This is an optimization exercise on Yosys and OpenROAD, whose aim is a short achievable clock period and few clock cycles, not a production implementation.
Function was checked by simulation only, so behaviour that the tests miss may differ from the original.
Power and IR drop assume default switching activity.

$ cat design/flow/design.v
module pipe3_core (
    input             clk,
    input             rst,           
    output [9:0]      imem_addr,
    input  [15:0]     imem_rdata,
    output reg        ret_valid,
    output reg [9:0]  ret_pc,
    output reg        ret_rd_we,
    output reg [5:0]  ret_rd,
    output reg [7:0]  ret_rd_val,
    output reg        ret_mem_we,
    output reg [5:0]  ret_mem_addr,
    output reg [7:0]  ret_mem_val,
    output     [4:0]  ret_sreg,      
    output reg        halted,
    output reg        faulted,
    output reg [1:0]  fault_cause,   
    output reg [15:0] fault_pc
);
    localparam [3:0] OP_ADD  = 4'd0,  OP_SUB  = 4'd1,  OP_MUL  = 4'd2,
                     OP_MOVI = 4'd3,  OP_BEQZ = 4'd4,  OP_ANDI = 4'd5,
                     OP_EOR  = 4'd6,  OP_BR   = 4'd7,  OP_SAL  = 4'd8,
                     OP_SAR  = 4'd9,  OP_LDR  = 4'd10, OP_STR  = 4'd11;
    localparam [15:0] SENTINEL = 16'hFFFF;
    reg [7:0]  regs [0:63];
    reg [7:0]  dmem [0:63];
    reg [15:0] pc;
    reg [4:0]  sreg;                 
    reg [1:0]  stop;                 
    reg        dstall;               
    reg [1:0]  estall;               
    reg [7:0]  lat_value;            
    reg        fd_valid;
    reg        fd_oob;               
    reg [15:0] fd_word;
    reg [15:0] fd_pc1;
    reg        de_valid;
    reg        de_oob;
    reg [3:0]  de_op;
    reg [5:0]  de_r1;
    reg [7:0]  de_v1;
    reg [7:0]  de_v2;
    reg [7:0]  de_imm;
    reg [15:0] de_pc1;
    reg        de_fwd1;
    reg        de_fwd2;
    wire running = !halted && !faulted;
    assign ret_sreg  = sreg;
    assign imem_addr = pc[9:0];
    wire f_active   = (stop != 2'd3);
    wire f_oob      = f_active && (pc[15:10] != 6'd0);
    wire f_sentinel = f_active && !f_oob && (imem_rdata == SENTINEL);
    wire f_enq      = f_active && !f_sentinel;    
    wire [15:0] f_pc1 = pc + 16'd1;
    wire [3:0] d_op  = fd_word[15:12];
    wire [5:0] d_r1  = fd_word[11:6];
    wire [5:0] d_r2  = fd_word[5:0];
    wire d_fmt_r     = (d_op == OP_ADD) || (d_op == OP_SUB) || (d_op == OP_MUL) ||
                       (d_op == OP_EOR) || (d_op == OP_BR);
    wire d_sext      = (d_op == OP_MOVI) || (d_op == OP_BEQZ) || (d_op == OP_ANDI);
    wire [7:0] d_imm = d_fmt_r ? 8'd0 :
                       d_sext  ? {{2{d_r2[5]}}, d_r2} : {2'b00, d_r2};
    wire [7:0] d_v1  = regs[d_r1];
    wire [7:0] d_v2  = d_fmt_r ? regs[d_r2] : 8'd0;
    wire d_branch    = (d_op == OP_BEQZ) || (d_op == OP_BR);
    wire ex_producer = !de_oob &&
                       ((de_op == OP_ADD)  || (de_op == OP_SUB)  || (de_op == OP_MUL) ||
                        (de_op == OP_EOR)  || (de_op == OP_MOVI) || (de_op == OP_ANDI) ||
                        (de_op == OP_SAL)  || (de_op == OP_SAR)  || (de_op == OP_LDR));
    wire d_chk       = de_valid && !d_branch && ex_producer;
    wire d_fwd1      = d_chk && (d_op != OP_LDR) && (d_op != OP_MOVI) && (d_r1 == de_r1);
    wire d_fwd2      = d_chk && d_fmt_r && (d_r2 == de_r1);
    wire d_active    = (dstall == 1'b0) && fd_valid;
    wire e_active    = (estall == 2'd0) && de_valid;
    wire [7:0] a     = de_fwd1 ? lat_value : de_v1;
    wire [7:0] b     = de_fwd2 ? lat_value : de_v2;
    wire e_unknown   = (de_op > OP_STR);
    wire e_fault     = e_active && (de_oob || e_unknown);
    wire [8:0]  add_sum  = {1'b0, a} + {1'b0, b};
    wire [7:0]  sub_diff = a - b;
    wire [15:0] mul_prod = a * b;
    wire [5:0]  shamt    = de_imm[5:0];
    wire [7:0]  sal_res  = (shamt >= 6'd8) ? 8'd0 : (a << shamt[2:0]);
    wire signed [7:0] a_signed  = a;
    wire        [7:0] sar_small = a_signed >>> shamt[2:0];
    wire [7:0]  sar_res  = (shamt >= 6'd8) ? {8{a[7]}} : sar_small;
    reg  [7:0] e_res;
    reg        e_wr_reg;
    reg        e_wr_mem;
    reg        e_taken;
    reg [15:0] e_target;
    reg  [4:0] e_sreg;
    always @(*) begin
        e_res    = 8'd0;
        e_wr_reg = 1'b0;
        e_wr_mem = 1'b0;
        e_taken  = 1'b0;
        e_target = 16'd0;
        e_sreg   = sreg;
        case (de_op)
            OP_ADD: begin
                e_res     = add_sum[7:0];
                e_wr_reg  = 1'b1;
                e_sreg[0] = add_sum[8];
                e_sreg[1] = (a[7] == b[7]) && (e_res[7] != a[7]);
                e_sreg[2] = e_res[7];
                e_sreg[3] = e_res[7] ^ e_sreg[1];
                e_sreg[4] = (e_res == 8'd0);
            end
            OP_SUB: begin
                e_res     = sub_diff;
                e_wr_reg  = 1'b1;
                e_sreg[1] = (a[7] != b[7]) && (e_res[7] != a[7]);
                e_sreg[2] = e_res[7];
                e_sreg[3] = e_res[7] ^ e_sreg[1];
                e_sreg[4] = (e_res == 8'd0);
            end
            OP_MUL: begin
                e_res     = mul_prod[7:0];
                e_wr_reg  = 1'b1;
                e_sreg[2] = e_res[7];
                e_sreg[3] = e_res[7] ^ sreg[1];
                e_sreg[4] = (e_res == 8'd0);
            end
            OP_MOVI: begin
                e_res    = de_imm;
                e_wr_reg = 1'b1;
            end
            OP_BEQZ: begin
                e_taken  = (de_v1 == 8'd0);
                e_target = de_pc1 + {{8{de_imm[7]}}, de_imm};
            end
            OP_ANDI: begin
                e_res     = a & de_imm;
                e_wr_reg  = 1'b1;
                e_sreg[2] = e_res[7];
                e_sreg[4] = (e_res == 8'd0);
            end
            OP_EOR: begin
                e_res     = a ^ b;
                e_wr_reg  = 1'b1;
                e_sreg[2] = e_res[7];
                e_sreg[4] = (e_res == 8'd0);
            end
            OP_BR: begin
                e_taken  = 1'b1;
                e_target = {de_v1, de_v2};
            end
            OP_SAL: begin
                e_res     = sal_res;
                e_wr_reg  = 1'b1;
                e_sreg[2] = e_res[7];
                e_sreg[4] = (e_res == 8'd0);
            end
            OP_SAR: begin
                e_res     = sar_res;
                e_wr_reg  = 1'b1;
                e_sreg[2] = e_res[7];
                e_sreg[4] = (e_res == 8'd0);
            end
            OP_LDR: begin
                e_res    = dmem[de_imm[5:0]];
                e_wr_reg = 1'b1;
            end
            OP_STR: begin
                e_res    = a;               
                e_wr_mem = 1'b1;
            end
            default: ;
        endcase
    end
    wire e_exec   = e_active && !e_fault;
    wire e_branch = e_exec && e_taken;
    wire step = running && !e_fault;
    always @(posedge clk) begin
        if (rst) begin
            pc          <= 16'd0;
            sreg        <= 5'd0;
            stop        <= 2'd0;
            dstall      <= 1'b0;
            estall      <= 2'd0;
            lat_value   <= 8'd0;
            fd_valid    <= 1'b0;
            fd_oob      <= 1'b0;
            fd_word     <= 16'd0;
            fd_pc1      <= 16'd0;
            de_valid    <= 1'b0;
            de_oob      <= 1'b0;
            de_op       <= 4'd0;
            de_r1       <= 6'd0;
            de_v1       <= 8'd0;
            de_v2       <= 8'd0;
            de_imm      <= 8'd0;
            de_pc1      <= 16'd0;
            de_fwd1     <= 1'b0;
            de_fwd2     <= 1'b0;
            halted      <= 1'b0;
            faulted     <= 1'b0;
            fault_cause <= 2'd0;
            fault_pc    <= 16'd0;
            ret_valid   <= 1'b0;
            ret_pc      <= 10'd0;
            ret_rd_we   <= 1'b0;
            ret_rd      <= 6'd0;
            ret_rd_val  <= 8'd0;
            ret_mem_we  <= 1'b0;
            ret_mem_addr <= 6'd0;
            ret_mem_val <= 8'd0;
        end else begin
            ret_valid <= 1'b0;
            if (running && e_fault) begin
                faulted     <= 1'b1;
                fault_cause <= de_oob ? 2'd1 : 2'd2;
                fault_pc    <= de_pc1 - 16'd1;
            end else if (step) begin
                if (f_active)
                    stop <= f_sentinel ? stop + 2'd1 : 2'd0;
                if (e_exec) begin
                    if (e_wr_reg || e_wr_mem)
                        lat_value <= e_res;
                    sreg         <= e_sreg;
                    ret_valid    <= 1'b1;
                    ret_pc       <= de_pc1[9:0] - 10'd1;
                    ret_rd_we    <= e_wr_reg;
                    ret_rd       <= e_wr_reg ? de_r1 : 6'd0;
                    ret_rd_val   <= e_wr_reg ? e_res : 8'd0;
                    ret_mem_we   <= e_wr_mem;
                    ret_mem_addr <= e_wr_mem ? de_imm[5:0] : 6'd0;
                    ret_mem_val  <= e_wr_mem ? e_res : 8'd0;
                end
                if (e_branch) begin
                    pc       <= e_target;
                    fd_valid <= 1'b0;
                    de_valid <= 1'b0;
                    dstall   <= 1'b1;
                    estall   <= 2'd2;
                end else begin
                    if (f_enq)
                        pc <= f_pc1;
                    if (dstall != 1'b0)
                        dstall <= dstall - 1'b1;
                    if (estall != 2'd0)
                        estall <= estall - 2'd1;
                    if (f_enq) begin
                        fd_valid <= 1'b1;
                        fd_oob   <= f_oob;
                        fd_word  <= imem_rdata;
                        fd_pc1   <= f_pc1;
                    end else if (d_active) begin
                        fd_valid <= 1'b0;
                    end
                    if (d_active) begin
                        de_valid <= 1'b1;
                        de_oob   <= fd_oob;
                        de_op    <= d_op;
                        de_r1    <= d_r1;
                        de_v1    <= d_v1;
                        de_v2    <= d_v2;
                        de_imm   <= d_imm;
                        de_pc1   <= fd_pc1;
                        de_fwd1  <= d_fwd1;
                        de_fwd2  <= d_fwd2;
                    end else if (e_active) begin
                        de_valid <= 1'b0;
                    end
                end
                if (f_sentinel && stop == 2'd2 &&
                    (e_branch || (!d_active && (!de_valid || e_active))))
                    halted <= 1'b1;
            end
        end
    end
    integer i;
    always @(posedge clk) begin
        if (rst) begin
            for (i = 0; i < 64; i = i + 1) begin
                regs[i] <= 8'd0;
                dmem[i] <= 8'd0;
            end
        end else if (step && e_exec) begin
            if (e_wr_reg)
                regs[de_r1] <= e_res;
            if (e_wr_mem)
                dmem[de_imm[5:0]] <= e_res;
        end
    end
endmodule
$ cat design/flow/run.sh
#!/bin/bash
# synth_recipe.tcl (not shown) runs the flow's synth.tcl, then flattens the netlist and writes it again
# the make line also repeats each setting of config.mk as NAME=value (left out here)
make -C /OpenROAD-flow-scripts/flow DESIGN_CONFIG=/design/flow/config.mk WORK_HOME=/design/flow/orfs CLKGATE_MAP_FILE= SYNTH_SCRIPT=/design/flow/synth_recipe.tcl finish
$ cat design/flow/config.mk
export PLATFORM = sky130hd
export DESIGN_NAME = pipe3_core
export DESIGN_NICKNAME = pipe3_core
export VERILOG_FILES = /design/flow/design.v
export SDC_FILE = /design/flow/constraint.sdc
export NUM_CORES = 4
export LEC_CHECK = 0
export CAP_MARGIN = 20
export CORE_MARGIN = 2
export CORE_UTILIZATION = 40
export PLACE_DENSITY = 0.6
export SLEW_MARGIN = 20
$ cat design/flow/constraint.sdc
create_clock -name core_clock -period 8.0 [get_ports {clk}]
set_input_delay 1.6000 -clock core_clock [delete_from_list [all_inputs] [get_ports {clk}]]
set_output_delay 1.6000 -clock core_clock [all_outputs]
set_load 0.01 [all_outputs]
==> flow_metrics.env <==
export IMPL_crit_chain="mux2i_1 -> inv_2 -> ha_1 -> fa_1 -> ha_1 -> fa_1 -> inv_1 -> fa_1 -> inv_1 -> ha_1 -> a21oi_1 -> xnor2_1 -> xnor3_1 -> nor2_1 -> nor3_1 -> and4_4 -> buf_12 -> nor2_1"
export IMPL_synth_area_leader_cell="edfxtp_1"
export IMPL_grt_pass1_wl_um=263000
export IMPL_leakage_nw=22.2
export IMPL_grt_pass1_vias=38486
export IMPL_top_layer="met4"
export IMPL_clockBufferDepth=3
export IMPL_rr_startpoint="de_fwd1"
export IMPL_final_period_utilization_pct=80.7
export IMPL_synth_area_per_cell_um2=13.1
export IMPL_setup_tns_ps=0
export IMPL_wirelength_um=178000
export IMPL_clkSlewWorstSetupHoldPaths_ps=60
export IMPL_wl_met3_um=16000
export IMPL_syn_area_um2=59900
export IMPL_die_area_um2=153000
export IMPL_port_buffers=93
export IMPL_antenna_found_initial=4
export IMPL_synth_top_cell_area_share_pct=51.3
export IMPL_cap_violations=0
export IMPL_maxSlewHeadroom_pct=24.3
export IMPL_root_buffer="clkbuf_16"
export IMPL_drt_first_pass_iters=8
export IMPL_dp_cells=6327
export IMPL_r2r_slack_ps=1540
export IMPL_layout_cells_non_filler=6573
export IMPL_min_path_cells=2
export IMPL_start_util_pct=40.1
export IMPL_fmax_mhz=155
export IMPL_drv_slew=0
export IMPL_ys_flop_type="edfxtp_1"
export IMPL_worst_pin_slew_ps=1140
export IMPL_yosysSeqAreaShare_pct=57.8
export IMPL_fin_nets=4605
export IMPL_cp_required_ps=8500
export IMPL_setup_viol=0
export IMPL_drtIter0Drc=4749
export IMPL_synth_edff_count=1024
export IMPL_routed_via_density=5.96
export IMPL_synthToLayoutAreaGrowth_pct=11.9
export IMPL_cp_top_family="adder cells"
export IMPL_r2r_end="regs[62][7]"
export IMPL_slowest_stage="dfxtp_1"
export IMPL_core_um2=149000
export IMPL_grt_use_total_pct=23.3
export IMPL_async_flop_share_pct=0
export IMPL_tritoncts="built"
export IMPL_critPathMaxFanout=77
export IMPL_ff2ff_path_depth=18
export IMPL_hpwl_um=115000
export IMPL_ant_nets=0
export IMPL_arrival_ps=6960
export IMPL_vias=39181
export IMPL_route_detailed_drc=0
export IMPL_htreeDepth=4
export IMPL_start_kind="flop"
export IMPL_critPathLaunch="de_fwd1"
export IMPL_rows=142
export IMPL_place_congestion=0.919
export IMPL_post_route_min_period_ps=6460
export IMPL_grt_max_degree=111
export IMPL_post_cts_setup_buffers=0
export IMPL_cts_sinks=1218
export IMPL_clk_insertion_delay_late_ps=790
export IMPL_rsz0062_at_grt="false"
export IMPL_end_kind="flop"
export IMPL_overflow=0
export IMPL_drive_gt1_share_pct=18.5
export IMPL_hold_viol_final=0
export IMPL_outcome="complete, no violations"
export IMPL_hold_buffers=0
export IMPL_path_class="reg -> reg"
export IMPL_cts_buffers=134
export IMPL_die_y_um=391
export IMPL_cts_resized_gates=0
export IMPL_cp_depth=18
export IMPL_synth_cell_types=79
export IMPL_pin_count=94
export IMPL_routedWlPerCell_um=27.1
export IMPL_synth_nets=4648
export IMPL_synth_area_leaders="edfxtp_1 (51%), mux4_2 (19%), nor2_1 (7.5%)"
export IMPL_die_w_um=391
export IMPL_m1WireLength_um=71000
export IMPL_critPathBufInv=4
export IMPL_yosysWarnings=1
export IMPL_power_density_nw_per_um2=233
export IMPL_endpoint="regs[62][7]"
export IMPL_max_stage_delay_ps=750
export IMPL_ys_seq_elements=1218
export IMPL_final_area_um2=67000
export IMPL_fin_worst_skew_ps=34.8
export IMPL_ir_drop_mv=0.186
export IMPL_synth_cells=4563
export IMPL_placed_area_um2=62400
export IMPL_min_path_type="reg -> reg"
export IMPL_wl_met2_um=85000
metal layers:
| metal | track usage (%) | up-vias |
|---|---|---|
| met5 | 0 | - |
| met4 | 8.11 | 0 |
| met3 | 4.42 | 335 |
| met2 | 37.0 | 1884 |
| met1 | 32.0 | 20120 |
| li1 | - | 16842 |
kinds of logic (layout without fill, tap and decap cells):
kind of cell,after synthesis,after routing,share of synthesized area (%)
flip-flops,1218,1218,57.8
adder cells (fa/ha/maj),67,67,1.60
buffers and inverters,420,485,3.28
XOR/XNOR,80,80,1.19
AO/OA/AOI/OAI,400,400,4.31
multiplexers,539,539,19.6
other,0,1,0
AND/OR/NAND/NOR,1839,1839,12.3
layout by cell type, fill, tap and decap left out, types with 8 or more instances in the layout:
cell | synthesis | layout
clkbuf_1 | 155 | 23
mux4_2 | 504 | 504
a31oi_1 | 15 | 15
clkinv_2 | 0 | 17
nand4_1 | 10 | 10
a22oi_1 | 15 | 15
nand2_1 | 462 | 462
bufinv_16 | 0 | 12
a22o_1 | 13 | 13
a21oi_1 | 131 | 130
o21ai_0 | 84 | 84
edfxtp_1 | 1024 | 1024
a221oi_1 | 9 | 9
and3_1 | 12 | 11
clkdlybuf4s50_1 | 0 | 92
nor3_1 | 28 | 24
xor2_1 | 23 | 23
buf_12 | 0 | 8
clkbuf_8 | 0 | 16
o211ai_1 | 8 | 8
nor2_1 | 1200 | 1195
ha_1 | 51 | 51
xnor2_1 | 56 | 56
mux2i_1 | 30 | 30
buf_4 | 53 | 82
clkinv_1 | 1 | 15
fa_1 | 16 | 16
a211oi_1 | 47 | 47
nand2b_1 | 16 | 16
inv_1 | 54 | 54
clkbuf_16 | 0 | 139
nor4_1 | 17 | 14
or3_1 | 8 | 8
nand3_1 | 31 | 31
a21o_1 | 11 | 11
o21bai_1 | 10 | 10
dfxtp_1 | 194 | 183
Yosys cell counts (8+ instances only):
library cell  number
buf_1             66
ha_1              51
nand2b_1          16
a22o_1            13
nand3_1           31
buf_2             74
inv_1             54
nor4_1            17
o211ai_1           8
fa_1              16
nor3_1            28
buf_6             13
mux4_2           504
dfxtp_1          194
and3_1            12
a21o_1            11
a221oi_1           9
nor3b_1            9
xor2_1            23
buf_4             53
edfxtp_1        1024
xnor2_1           56
a21oi_1          131
nand2_1          462
nand4_1           10
a31oi_1           15
clkbuf_1         155
o21ai_0           84
or3_1              8
a211oi_1          47
nor2_1          1200
o21bai_1          10
a22oi_1           15
mux2i_1           30
worst register-to-register path, stage by stage (launching register included):
cell and delay, ps:
dfxtp_1 750, mux2i_1 620, inv_2 200, ha_1 280, fa_1 460, ha_1 320
fa_1 480, inv_1 50, fa_1 470, inv_1 60, ha_1 310, a21oi_1 190
xnor2_1 160, xnor3_1 330, nor2_1 70, nor3_1 270, and4_4 600, buf_12 420
nor2_1 150
layout make-up:
type	instances	area, um^2
Fill cell	13250	82200
Sequential cell	1218	34700
Multi-Input combinational cell	2925	23400
Clock buffer	179	3790
Tap cell	1944	2430
Timing Repair Buffer	182	1700
Clock inverter	65	790
Inverter	59	226
Antenna cell	1	2.50
flip-flops by register name, summed over array words and instances, names as in the netlist, 10 cells and up, named ones only:
register	cells
de_pc1	16
dmem	512
fault_pc	16
fd_pc1	16
fd_word	16
pc	16
regs	512
ret_pc	10
stage by stage:
stage / power (mW) / utilization (%) / setup WS, ps / hold slack [ps]
2_1_floorplan: 8.58 / - / 2960 / 432
6_report: 15.6 / 44.9 / 1540 / 440
5_1_grt: 16.0 / 44.9 / 1240 / 460
3_3_place_gp: 9.26 / 41.8 / 1810 / 431
4_1_cts: 15.7 / 44.9 / 1530 / 442
3_5_place_dp: 9.28 / 41.8 / 1580 / 433
power breakdown:
part	switching [mW]	leakage [nW]	internal, mW
Clock	2.68	2.24	3.76
Combinational	1.27	7.82	0.636
Sequential	0.162	12.2	7.09
worst min-delay path by stage:
| stage | from | slack, ps | endpoint |
|---|---|---|---|
| after global routing | ret_rd_we | 460 | ret_rd_we |
| after floorplan | fd_valid | 430 | fd_valid |
| final | ret_rd_we | 440 | ret_rd_we |
| after detailed placement | ret_rd_we | 430 | ret_rd_we |
| after global placement | ret_rd_we | 430 | ret_rd_we |
| after CTS | ret_rd_we | 440 | ret_rd_we |
Testbench counts, summed over its fixed seeds: cycles 223,083.

==> afterwards: timing with drivers on the ports <==
In the flow no input, the clock included, has a driving cell. The finished layout below was timed again as built, in two steps. Step 1 assumes that a clkbuf_16 drives the clock port and a buf_2 every other input. Step 2 moves the port delays by t, midway between the first and last clock arrival at a register: inputs arrive t later, outputs are due t later. That takes back most of the time a late clock gives input paths. Slacks: ideal / step 1 / step 2; pairs: ideal / step 1.
shift t [ns]: 0.861
setup slack, ns: 1.543 / 1.543 / 1.543
hold slack, ns: 0.440 / 0.440 / 0.440
worst setup path after step 2: register to register
worst slew at a driven data input, ns: 0.05
After both steps setup and hold are still met in this run. For this run, drivers alone change the setup slack by 0.000 ns; drivers and shift together by 0.000 ns.
